From an optimization exercise on the open Yosys and OpenROAD flow, aimed at small area; shortcuts taken in it are not production practice. Function was checked by simulation only, so behaviour that the tests miss may differ from the original.

<file path="flow/config.mk">
export PLATFORM = sky130hd
export DESIGN_NAME = tr1_demod
export DESIGN_NICKNAME = tr1_demod
export VERILOG_FILES = /design/flow/design.v
export SDC_FILE = /design/flow/constraint.sdc
export NUM_CORES = 4
export LEC_CHECK = 0
export CAP_MARGIN = 20
export CORE_MARGIN = 2
export CORE_UTILIZATION = 40
export SLEW_MARGIN = 20
</file>
<file path="flow/constraint.sdc">
create_clock -name core_clock -period 16.0 [get_ports {clk}]
set_input_delay 3.2000 -clock core_clock [delete_from_list [all_inputs] [get_ports {clk}]]
set_output_delay 3.2000 -clock core_clock [all_outputs]
set_load 0.01 [all_outputs]
</file>
<file path="flow/design.v">
module tr1_demod (
    input  wire               clk,
    input  wire               rst,         
    input  wire               start,       
    input  wire [1:0]         car,         
    input  wire [1:0]         lc,          
    input  wire               in_valid,
    input  wire signed [11:0] in_sample,
    input  wire               finish,      
    output wire               lv_valid,
    output wire [1:0]         lv_count,    
    output reg  [5:0]         lv_data,     
    output wire               done,
    output wire [7:0]         status       
);
    localparam [1:0] CAR_ASK = 2'd0, CAR_FSK = 2'd1, CAR_QAM = 2'd2;
    localparam [1:0] LC_NRZ = 2'd0, LC_MAN = 2'd1, LC_AMI = 2'd2;
    localparam [1:0] LV_ZERO = 2'b00, LV_POS = 2'b01, LV_NEG = 2'b11;
    reg       active;
    reg [1:0] cur_car;
    reg [1:0] cur_lc;
    reg       cfg_err;
    reg       sig_err;
    reg       fin_pending;
    reg       pol_neg;           
    reg [5:0] kk;                
    reg       kh;                
    wire take  = active & in_valid & ~cfg_err & ~sig_err;
    wire first = (kk == 6'd0) & ~kh;
    wire last  = (kk == 6'd49) & kh;
    reg signed [9:0] f1, f2, f3, f4, q1, q3;
    always @(*) begin
        case (kk)
            6'd0: begin f1 = -10'sd256; f2 = 10'sd256; f3 = 10'sd256; f4 = 10'sd256; q1 = 10'sd256; q3 = -10'sd256; end
            6'd1: begin f1 = -10'sd190; f2 = 10'sd318; f3 = 10'sd216; f4 = 10'sd280; q1 = 10'sd286; q3 = -10'sd222; end
            6'd2: begin f1 = -10'sd125; f2 = 10'sd371; f3 = 10'sd160; f4 = 10'sd288; q1 = 10'sd312; q3 = -10'sd184; end
            6'd3: begin f1 = -10'sd63; f2 = 10'sd413; f3 = 10'sd93; f4 = 10'sd281; q1 = 10'sd332; q3 = -10'sd144; end
            6'd4: begin f1 = -10'sd8; f2 = 10'sd440; f3 = 10'sd14; f4 = 10'sd260; q1 = 10'sd347; q3 = -10'sd101; end
            6'd5: begin f1 = 10'sd36; f2 = 10'sd450; f3 = -10'sd71; f4 = 10'sd229; q1 = 10'sd357; q3 = -10'sd57; end
            6'd6: begin f1 = 10'sd68; f2 = 10'sd442; f3 = -10'sd159; f4 = 10'sd191; q1 = 10'sd362; q3 = -10'sd12; end
            6'd7: begin f1 = 10'sd88; f2 = 10'sd414; f3 = -10'sd245; f4 = 10'sd149; q1 = 10'sd360; q3 = 10'sd34; end
            6'd8: begin f1 = 10'sd95; f2 = 10'sd369; f3 = -10'sd325; f4 = 10'sd107; q1 = 10'sd353; q3 = 10'sd79; end
            6'd9: begin f1 = 10'sd88; f2 = 10'sd306; f3 = -10'sd395; f4 = 10'sd69; q1 = 10'sd341; q3 = 10'sd123; end
            6'd10: begin f1 = 10'sd71; f2 = 10'sd229; f3 = -10'sd450; f4 = 10'sd36; q1 = 10'sd322; q3 = 10'sd164; end
            6'd11: begin f1 = 10'sd46; f2 = 10'sd142; f3 = -10'sd489; f4 = 10'sd13; q1 = 10'sd299; q3 = 10'sd203; end
            6'd12: begin f1 = 10'sd16; f2 = 10'sd48; f3 = -10'sd509; f4 = 10'sd1; q1 = 10'sd271; q3 = 10'sd239; end
            6'd13: begin f1 = -10'sd16; f2 = -10'sd48; f3 = -10'sd509; f4 = 10'sd1; q1 = 10'sd239; q3 = 10'sd271; end
            6'd14: begin f1 = -10'sd46; f2 = -10'sd142; f3 = -10'sd489; f4 = 10'sd13; q1 = 10'sd203; q3 = 10'sd299; end
            6'd15: begin f1 = -10'sd71; f2 = -10'sd229; f3 = -10'sd450; f4 = 10'sd36; q1 = 10'sd164; q3 = 10'sd322; end
            6'd16: begin f1 = -10'sd88; f2 = -10'sd306; f3 = -10'sd395; f4 = 10'sd69; q1 = 10'sd123; q3 = 10'sd341; end
            6'd17: begin f1 = -10'sd95; f2 = -10'sd369; f3 = -10'sd325; f4 = 10'sd107; q1 = 10'sd79; q3 = 10'sd353; end
            6'd18: begin f1 = -10'sd88; f2 = -10'sd414; f3 = -10'sd245; f4 = 10'sd149; q1 = 10'sd34; q3 = 10'sd360; end
            6'd19: begin f1 = -10'sd68; f2 = -10'sd442; f3 = -10'sd159; f4 = 10'sd191; q1 = -10'sd12; q3 = 10'sd362; end
            6'd20: begin f1 = -10'sd36; f2 = -10'sd450; f3 = -10'sd71; f4 = 10'sd229; q1 = -10'sd57; q3 = 10'sd357; end
            6'd21: begin f1 = 10'sd8; f2 = -10'sd440; f3 = 10'sd14; f4 = 10'sd260; q1 = -10'sd101; q3 = 10'sd347; end
            6'd22: begin f1 = 10'sd63; f2 = -10'sd413; f3 = 10'sd93; f4 = 10'sd281; q1 = -10'sd144; q3 = 10'sd332; end
            6'd23: begin f1 = 10'sd125; f2 = -10'sd371; f3 = 10'sd160; f4 = 10'sd288; q1 = -10'sd184; q3 = 10'sd312; end
            6'd24: begin f1 = 10'sd190; f2 = -10'sd318; f3 = 10'sd216; f4 = 10'sd280; q1 = -10'sd222; q3 = 10'sd286; end
            6'd25: begin f1 = 10'sd256; f2 = -10'sd256; f3 = 10'sd256; f4 = 10'sd256; q1 = -10'sd256; q3 = 10'sd256; end
            6'd26: begin f1 = 10'sd318; f2 = -10'sd190; f3 = 10'sd280; f4 = 10'sd216; q1 = -10'sd286; q3 = 10'sd222; end
            6'd27: begin f1 = 10'sd371; f2 = -10'sd125; f3 = 10'sd288; f4 = 10'sd160; q1 = -10'sd312; q3 = 10'sd184; end
            6'd28: begin f1 = 10'sd413; f2 = -10'sd63; f3 = 10'sd281; f4 = 10'sd93; q1 = -10'sd332; q3 = 10'sd144; end
            6'd29: begin f1 = 10'sd440; f2 = -10'sd8; f3 = 10'sd260; f4 = 10'sd14; q1 = -10'sd347; q3 = 10'sd101; end
            6'd30: begin f1 = 10'sd450; f2 = 10'sd36; f3 = 10'sd229; f4 = -10'sd71; q1 = -10'sd357; q3 = 10'sd57; end
            6'd31: begin f1 = 10'sd442; f2 = 10'sd68; f3 = 10'sd191; f4 = -10'sd159; q1 = -10'sd362; q3 = 10'sd12; end
            6'd32: begin f1 = 10'sd414; f2 = 10'sd88; f3 = 10'sd149; f4 = -10'sd245; q1 = -10'sd360; q3 = -10'sd34; end
            6'd33: begin f1 = 10'sd369; f2 = 10'sd95; f3 = 10'sd107; f4 = -10'sd325; q1 = -10'sd353; q3 = -10'sd79; end
            6'd34: begin f1 = 10'sd306; f2 = 10'sd88; f3 = 10'sd69; f4 = -10'sd395; q1 = -10'sd341; q3 = -10'sd123; end
            6'd35: begin f1 = 10'sd229; f2 = 10'sd71; f3 = 10'sd36; f4 = -10'sd450; q1 = -10'sd322; q3 = -10'sd164; end
            6'd36: begin f1 = 10'sd142; f2 = 10'sd46; f3 = 10'sd13; f4 = -10'sd489; q1 = -10'sd299; q3 = -10'sd203; end
            6'd37: begin f1 = 10'sd48; f2 = 10'sd16; f3 = 10'sd1; f4 = -10'sd509; q1 = -10'sd271; q3 = -10'sd239; end
            6'd38: begin f1 = -10'sd48; f2 = -10'sd16; f3 = 10'sd1; f4 = -10'sd509; q1 = -10'sd239; q3 = -10'sd271; end
            6'd39: begin f1 = -10'sd142; f2 = -10'sd46; f3 = 10'sd13; f4 = -10'sd489; q1 = -10'sd203; q3 = -10'sd299; end
            6'd40: begin f1 = -10'sd229; f2 = -10'sd71; f3 = 10'sd36; f4 = -10'sd450; q1 = -10'sd164; q3 = -10'sd322; end
            6'd41: begin f1 = -10'sd306; f2 = -10'sd88; f3 = 10'sd69; f4 = -10'sd395; q1 = -10'sd123; q3 = -10'sd341; end
            6'd42: begin f1 = -10'sd369; f2 = -10'sd95; f3 = 10'sd107; f4 = -10'sd325; q1 = -10'sd79; q3 = -10'sd353; end
            6'd43: begin f1 = -10'sd414; f2 = -10'sd88; f3 = 10'sd149; f4 = -10'sd245; q1 = -10'sd34; q3 = -10'sd360; end
            6'd44: begin f1 = -10'sd442; f2 = -10'sd68; f3 = 10'sd191; f4 = -10'sd159; q1 = 10'sd12; q3 = -10'sd362; end
            6'd45: begin f1 = -10'sd450; f2 = -10'sd36; f3 = 10'sd229; f4 = -10'sd71; q1 = 10'sd57; q3 = -10'sd357; end
            6'd46: begin f1 = -10'sd440; f2 = 10'sd8; f3 = 10'sd260; f4 = 10'sd14; q1 = 10'sd101; q3 = -10'sd347; end
            6'd47: begin f1 = -10'sd413; f2 = 10'sd63; f3 = 10'sd281; f4 = 10'sd93; q1 = 10'sd144; q3 = -10'sd332; end
            6'd48: begin f1 = -10'sd371; f2 = 10'sd125; f3 = 10'sd288; f4 = 10'sd160; q1 = 10'sd184; q3 = -10'sd312; end
            6'd49: begin f1 = -10'sd318; f2 = 10'sd190; f3 = 10'sd280; f4 = 10'sd216; q1 = 10'sd222; q3 = -10'sd286; end
            default: begin f1 = 10'sd0; f2 = 10'sd0; f3 = 10'sd0; f4 = 10'sd0; q1 = 10'sd0; q3 = 10'sd0; end
        endcase
    end
    reg signed [9:0] c1, c2, c3, c4;
    always @(*) begin
        case (cur_car)
            CAR_ASK: begin
                c1 = in_sample[11] ? -10'sd1 : 10'sd1;
                c2 = c1;
                c3 = 10'sd0;
                c4 = 10'sd0;
            end
            CAR_FSK: begin
                c1 = f1; c2 = f2; c3 = f3; c4 = f4;
            end
            default: begin
                c1 = q1; c2 = q1; c3 = q3; c4 = q3;
            end
        endcase
    end
    reg signed [26:0] acc1, acc2, acc3, acc4;
    wire signed [26:0] sum1 = (first ? 27'sd0 : acc1) + in_sample * c1;
    wire signed [26:0] sum2 = (first ? 27'sd0 : acc2) + in_sample * c2;
    wire signed [26:0] sum3 = (first ? 27'sd0 : acc3) + in_sample * c3;
    wire signed [26:0] sum4 = (first ? 27'sd0 : acc4) + in_sample * c4;
    reg        [53:0] xr;        
    reg signed [26:0] y1, y2;
    reg signed [28:0] hacc;      
    reg               sticky;    
    reg               hbusy;
    reg        [5:0]  hstep;
    reg               dvalid;    
    wire signed [26:0] hterm = xr[0] ? (hstep[0] ? y2 : y1) : 27'sd0;
    wire               hneg  = (hstep[5:1] == 5'd26);
    wire signed [28:0] hbase = (hstep == 6'd0) ? 29'sd0 : hacc;
    wire signed [28:0] hsum  = hneg ? hbase - hterm : hbase + hterm;
    wire p_zero = (hacc == 29'sd0) & ~sticky;
    wire y1_zero = (y1 == 27'sd0);
    wire y2_zero = (y2 == 27'sd0);
    reg       dec_err;
    reg [1:0] dec_n;             
    reg [2:0] dec_p;             
    always @(*) begin
        dec_err = 1'b0;
        dec_n   = 2'd1;
        dec_p   = 3'b000;
        case (cur_car)
            CAR_ASK: begin
                if (y1 > 27'sd12800)     dec_p[0] = 1'b1;
                else if (y1 < 27'sd6400) dec_p[0] = 1'b0;
                else                     dec_err  = 1'b1;
            end
            CAR_FSK: begin
                dec_err  = p_zero;
                dec_p[0] = ~hacc[28];
            end
            default: begin
                dec_n = 2'd3;
                dec_err = (hacc < 29'sd40000) | ((hacc == 29'sd360000) & ~sticky) |
                          y1_zero | y2_zero;
                dec_p[0] = y1[26];
                dec_p[1] = y1[26] ^ y2[26];
                dec_p[2] = (hacc > 29'sd360000) | ((hacc == 29'sd360000) & sticky);
            end
        endcase
    end
    reg rec_pol;
    integer i;
    always @(*) begin
        lv_data = 6'd0;
        rec_pol = pol_neg;
        for (i = 0; i < 3; i = i + 1) begin
            if (i < dec_n) begin
                case (cur_lc)
                    LC_NRZ: lv_data[2*i +: 2] = dec_p[i] ? LV_POS : LV_NEG;
                    LC_MAN: lv_data[2*i +: 2] = dec_p[i] ? LV_POS : LV_ZERO;
                    default: begin
                        if (dec_p[i]) begin
                            lv_data[2*i +: 2] = rec_pol ? LV_NEG : LV_POS;
                            rec_pol = ~rec_pol;
                        end else begin
                            lv_data[2*i +: 2] = LV_ZERO;
                        end
                    end
                endcase
            end
        end
    end
    assign lv_valid = dvalid & ~dec_err & ~sig_err;
    assign lv_count = (cur_car == CAR_QAM) ? 2'd3 : 2'd1;
    assign done   = fin_pending & ~hbusy & ~dvalid;
    assign status = cfg_err ? 8'h15 : (sig_err | kh | (kk != 6'd0)) ? 8'h76 : 8'h00;
    always @(posedge clk) begin
        if (take) begin
            acc1 <= sum1;
            acc2 <= sum2;
            acc3 <= sum3;
            acc4 <= sum4;
        end
        if (take & last) begin
            xr <= {sum3[26], sum1[26], sum3[25], sum1[25], sum3[24], sum1[24],
                   sum3[23], sum1[23], sum3[22], sum1[22], sum3[21], sum1[21],
                   sum3[20], sum1[20], sum3[19], sum1[19], sum3[18], sum1[18],
                   sum3[17], sum1[17], sum3[16], sum1[16], sum3[15], sum1[15],
                   sum3[14], sum1[14], sum3[13], sum1[13], sum3[12], sum1[12],
                   sum3[11], sum1[11], sum3[10], sum1[10], sum3[9],  sum1[9],
                   sum3[8],  sum1[8],  sum3[7],  sum1[7],  sum3[6],  sum1[6],
                   sum3[5],  sum1[5],  sum3[4],  sum1[4],  sum3[3],  sum1[3],
                   sum3[2],  sum1[2],  sum3[1],  sum1[1],  sum3[0],  sum1[0]};
            y1 <= sum2;
            y2 <= sum4;
        end else begin
            xr <= xr >> 1;
        end
        if (hbusy) begin
            if (hstep[0]) begin
                hacc   <= hsum >>> 1;
                sticky <= ((hstep == 6'd1) ? 1'b0 : sticky) | hsum[0];
            end else begin
                hacc   <= hsum;
            end
        end
        if (rst) begin
            active      <= 1'b0;
            fin_pending <= 1'b0;
            hbusy       <= 1'b0;
            dvalid      <= 1'b0;
        end else begin
            if (start) begin
                active      <= 1'b1;
                cur_car     <= car;
                cur_lc      <= lc;
                cfg_err     <= (car == 2'd3) || (lc == 2'd3);
                sig_err     <= 1'b0;
                fin_pending <= 1'b0;
                pol_neg     <= 1'b0;
                kk          <= 6'd0;
                kh          <= 1'b0;
            end else begin
                if (take) begin
                    if (kk == 6'd49) begin
                        kk <= 6'd0;
                        kh <= ~kh;
                    end else begin
                        kk <= kk + 6'd1;
                    end
                end
                if (take & last) begin
                    hbusy <= 1'b1;
                    hstep <= 6'd0;
                end else if (hbusy) begin
                    hstep <= hstep + 6'd1;
                    if (hstep == 6'd53) hbusy <= 1'b0;
                end
                dvalid <= hbusy & (hstep == 6'd53);
                if (dvalid & ~sig_err) begin
                    if (dec_err) sig_err <= 1'b1;
                    else         pol_neg <= rec_pol;
                end
                if (active & finish) fin_pending <= 1'b1;
                if (done) begin
                    fin_pending <= 1'b0;
                    active      <= 1'b0;
                end
            end
        end
    end
endmodule
</file>
<file path="flow/run.sh">
#!/bin/bash
# synth_recipe.tcl (not shown) runs the flow's synth.tcl, then flattens the netlist and writes it again
# the make line also repeats each setting of config.mk as NAME=value (left out here)
make -C /OpenROAD-flow-scripts/flow DESIGN_CONFIG=/design/flow/config.mk WORK_HOME=/design/flow/orfs CLKGATE_MAP_FILE= SYNTH_SCRIPT=/design/flow/synth_recipe.tcl finish
</file>
==> impl_results.rst <==
.. list-table::
   :header-rows: 1

   * - Metric
     - Value
   * - First-pass GRT wire length
     - 179 mm
   * - Path category of the worst min-delay check
     - flip-flop to flip-flop
   * - Setup Buffers After CTS
     - 0
   * - Cell mode on critical path
     - fa_1
   * - Drt first pass iters
     - 6
   * - Setup slack of the most critical reg-to-reg path
     - 7.72 ns
   * - Headroom to the max-slew limit
     - 0.268
   * - Count of unresolved DRC violations after routing
     - 0
   * - Clock sink total
     - 327
   * - Proportion of synthesized flip-flops having asynchronous set or reset
     - 0
   * - Count of endpoints failing hold in the final timing report
     - 0
   * - CTS root buffer
     - clkbuf_16
   * - Startpoint type of the worst setup path
     - primary input
   * - Largest net degree at the start of global routing
     - 71
   * - Reg clk slew, reported paths
     - 0.06 ns
   * - Top Family by Delay on Critical Path
     - adder cells
   * - Die extent in y
     - 326 um
   * - Number of placed instances with taps included
     - 5804
   * - Placement Rows
     - 118
   * - Routability congestion estimate from global placement
     - 0.946
   * - Synthesis warning total
     - 1
   * - Post-route non-filler standard cell count
     - 5886
   * - Syn avg cell area
     - 9.08 sq um
   * - Clock buffers created by TritonCTS
     - 43
   * - Die Width
     - 326 um
   * - Via density per instance
     - 5.26
   * - Dominant cell type by area after synthesis
     - fa_1
   * - Number of library cell types mapped by synthesis
     - 96
   * - Detailed-route wire length
     - 110 mm
   * - Cell area after synthesis
     - 0.0415 sq mm
   * - Post-place setup slack
     - 5.63 ns
   * - Aggregate global-route resource usage
     - 0.212
   * - TritonCTS clock tree
     - done
   * - Post-route fraction of the period consumed by the critical path
     - 0.616
   * - Total number of vias
     - 30988
   * - Area share of the leading cell type in the synthesized netlist
     - 0.280
   * - Maximum clock insertion buffer count
     - 3
   * - Maxcap violations
     - 0
   * - Number of design-rule violations left by the first detailed-router iteration
     - 2373
   * - Fraction of final layout cells with drive strength greater than 1
     - 0.0468
   * - Most used DFF post-synth
     - edfxtp_1
   * - Clock insertion delay at the later pin of the skew report
     - 0.58 ns
   * - Number of cells upsized or downsized after cts
     - 0
   * - Stage delay of the slowest cell on the critical path
     - 0.81 ns
   * - Fraction of the yosys area taken by sequential cells
     - 0.209
   * - Count of buffers inserted at the top-level ports
     - 35
   * - Peak clock frequency supported by timing
     - 101 MHz
   * - Max H-tree Level
     - 2
   * - Routed Antenna Nets
     - 0
   * - Nature of the critical path endpoint
     - flip-flop
   * - Area delta synth->final
     - 7.28%
   * - Number of top-level design ports
     - 39
   * - Antenna violations before repair
     - 2
   * - Synthesized instance count
     - 4567
   * - Classification of the worst setup path
     - primary input to flip-flop
   * - Final number of max-transition violations
     - 0
   * - Wire per inst
     - 18.7 um
   * - Number of flops mapped to enable cells by yosys
     - 212
   * - CP cell instances
     - buf_2, buf_4, a21oi_1, buf_4, a21oi_1, nand2_1, fa_1, fa_1, fa_1, inv_1, fa_1, inv_1, fa_1, inv_1, ha_1, or3_1, a311o_1, a31oi_2, o211ai_2, a41oi_2, a31o_2, o21ai_1, xnor2_1, mux2_2
   * - Data required time at the worst endpoint
     - 16.47 ns
   * - Worst endpoint data arrival time
     - 10.33 ns
   * - Master of the slowest instance on the critical path
     - a21oi_1
   * - Setup-failing EPs final
     - 0
   * - Post-route minimum period
     - 9.86 ns
   * - Cells taking the most area after synthesis
     - fa_1, edfxtp_1, ha_1, inv_1, dfxtp_1
   * - DP HPWL
     - 83.6 mm
   * - Outcome
     - no timing/DRC/antenna violations
   * - Worst path buffer plus inverter count
     - 6
   * - Total number of nets in the final design
     - 5404
   * - Full die area
     - 0.106 sq mm
   * - Initial Util
     - 0.402
   * - Via count of the first global-routing pass
     - 32567
   * - Cts hold-fix bufs
     - 0
   * - RSZ-0062 raised after global routing
     - false
   * - Leading cell types in the layout, fill and taps excluded
     - inv_1, fa_1, nand2_1
   * - Number of synthesized register bits
     - 327
   * - Antenna diode count
     - 0
   * - Min setup slack post-route
     - 6.14 ns
   * - Final standard cell area without fillers
     - 0.0445 sq mm
   * - Largest fanout of any net on the critical path
     - 39
   * - Overflow left after global routing
     - 0
   * - Placed cell area
     - 0.0430 sq mm
   * - Transition time at the pin with the least slew margin
     - 1.10 ns
   * - Area of the core region
     - 0.103 sq mm
   * - Most frequent standard cell in the layout excluding fill and tap cells
     - inv_1
   * - Clock Skew
     - 0.0256 ns
   * - Accumulated negative setup slack
     - 0 ns
worst min-delay path: cells and delay by family (launching register included):
family	cells	cell delay (ns)
flip-flops	1	0.31
AND/OR/NAND/NOR	2	0.09
registers in the layout, summed over array words and instances (netlist names), 10 cells and up:
name,flops
acc3,27
f2,10
f4,10
y2,27
y1,27
xr,54
acc4,27
hacc,29
q3,10
acc1,27
acc2,27
through the flow:
stage,util,hold slack [ns]
detailed placement,0.417,0.407
global placement,0.417,0.402
floorplan,-,0.399
finish,0.431,0.409
CTS,0.431,0.414
global route,0.431,0.433
synth_stat cells, types with 23 or more instances:
cell type / n
a211oi_1: 39
a21o_1: 38
a21oi_1: 222
and2_1: 251
buf_2: 33
clkbuf_1: 168
dfxtp_1: 115
edfxtp_1: 212
fa_1: 581
ha_1: 330
inv_1: 816
mux2_2: 37
mux2i_1: 23
nand2_1: 565
nand2b_1: 26
nand3_1: 44
nor2_1: 238
nor2b_1: 81
nor3_1: 45
o21ai_0: 160
xnor2_1: 107
xor2_1: 49
cells by family after synthesis:
kind of cell,after synthesis,share of synthesized area
compound gates,726,0.113
xor+xnor,157,0.0333
fa+ha+maj,911,0.380
buf+inv,1045,0.0969
flops,327,0.209
mux,62,0.0162
other cells,2,0.000181
simple gates,1337,0.152
path summary, 6_finish.rpt:
check | start | endpoint | cells after the start
setup / recovery | in_sample[11] | xr[52] | 24
hold / removal | xr[29] | xr[28] | 2
setup reg to reg | cur_car[1] | acc4[26] | 24
hold reg to reg | xr[29] | xr[28] | 2
layout make-up:
type	count	area [sq um]
Inverter	818	3070
Fill cell	10135	58700
Sequential cell	327	8670
Clock buffer	45	1080
Multi-Input combinational cell	3196	28900
Clock inverter	34	354
Tap cell	1380	1730
Timing Repair Buffer	86	733
per-layer routing:
layer  global-route usage  up-vias  part of all wire
met5                    0        -           0.00014
met4               0.0742        2             0.037
met3               0.0278      223             0.056
met2                0.354      973              0.48
met1                0.281    15353              0.43
li1                     -    14437                 -

-- afterwards: timing with drivers on the ports --
Ports are ideal in the flow. The routed layout listed here was re-timed in OpenROAD. Step 1 (the two cells are an assumption about what drives the block):
set clk [get_ports {clk}]
set_driving_cell -lib_cell sky130_fd_sc_hd__clkbuf_16 $clk
set_driving_cell -lib_cell sky130_fd_sc_hd__buf_2 [delete_from_list [all_inputs] $clk]
Step 2 adds t to the input delays and takes it off the output delays; t is the mean of the earliest and latest rising clock arrival at the registers after step 1. Input paths then give back, and output paths get back, about the clock's delay inside the block. Three values: no drivers, after step 1, after step 2; two values: the first two.
t (ns): 0.639
setup WS [ns]: 6.140 / 6.188 / 5.549
slew at the worst register clock pin (ns): 0.07 / 0.07
After both steps this run still meets setup and hold. For this run, drivers alone change the setup slack by +0.048 ns; drivers and shift together by -0.591 ns.
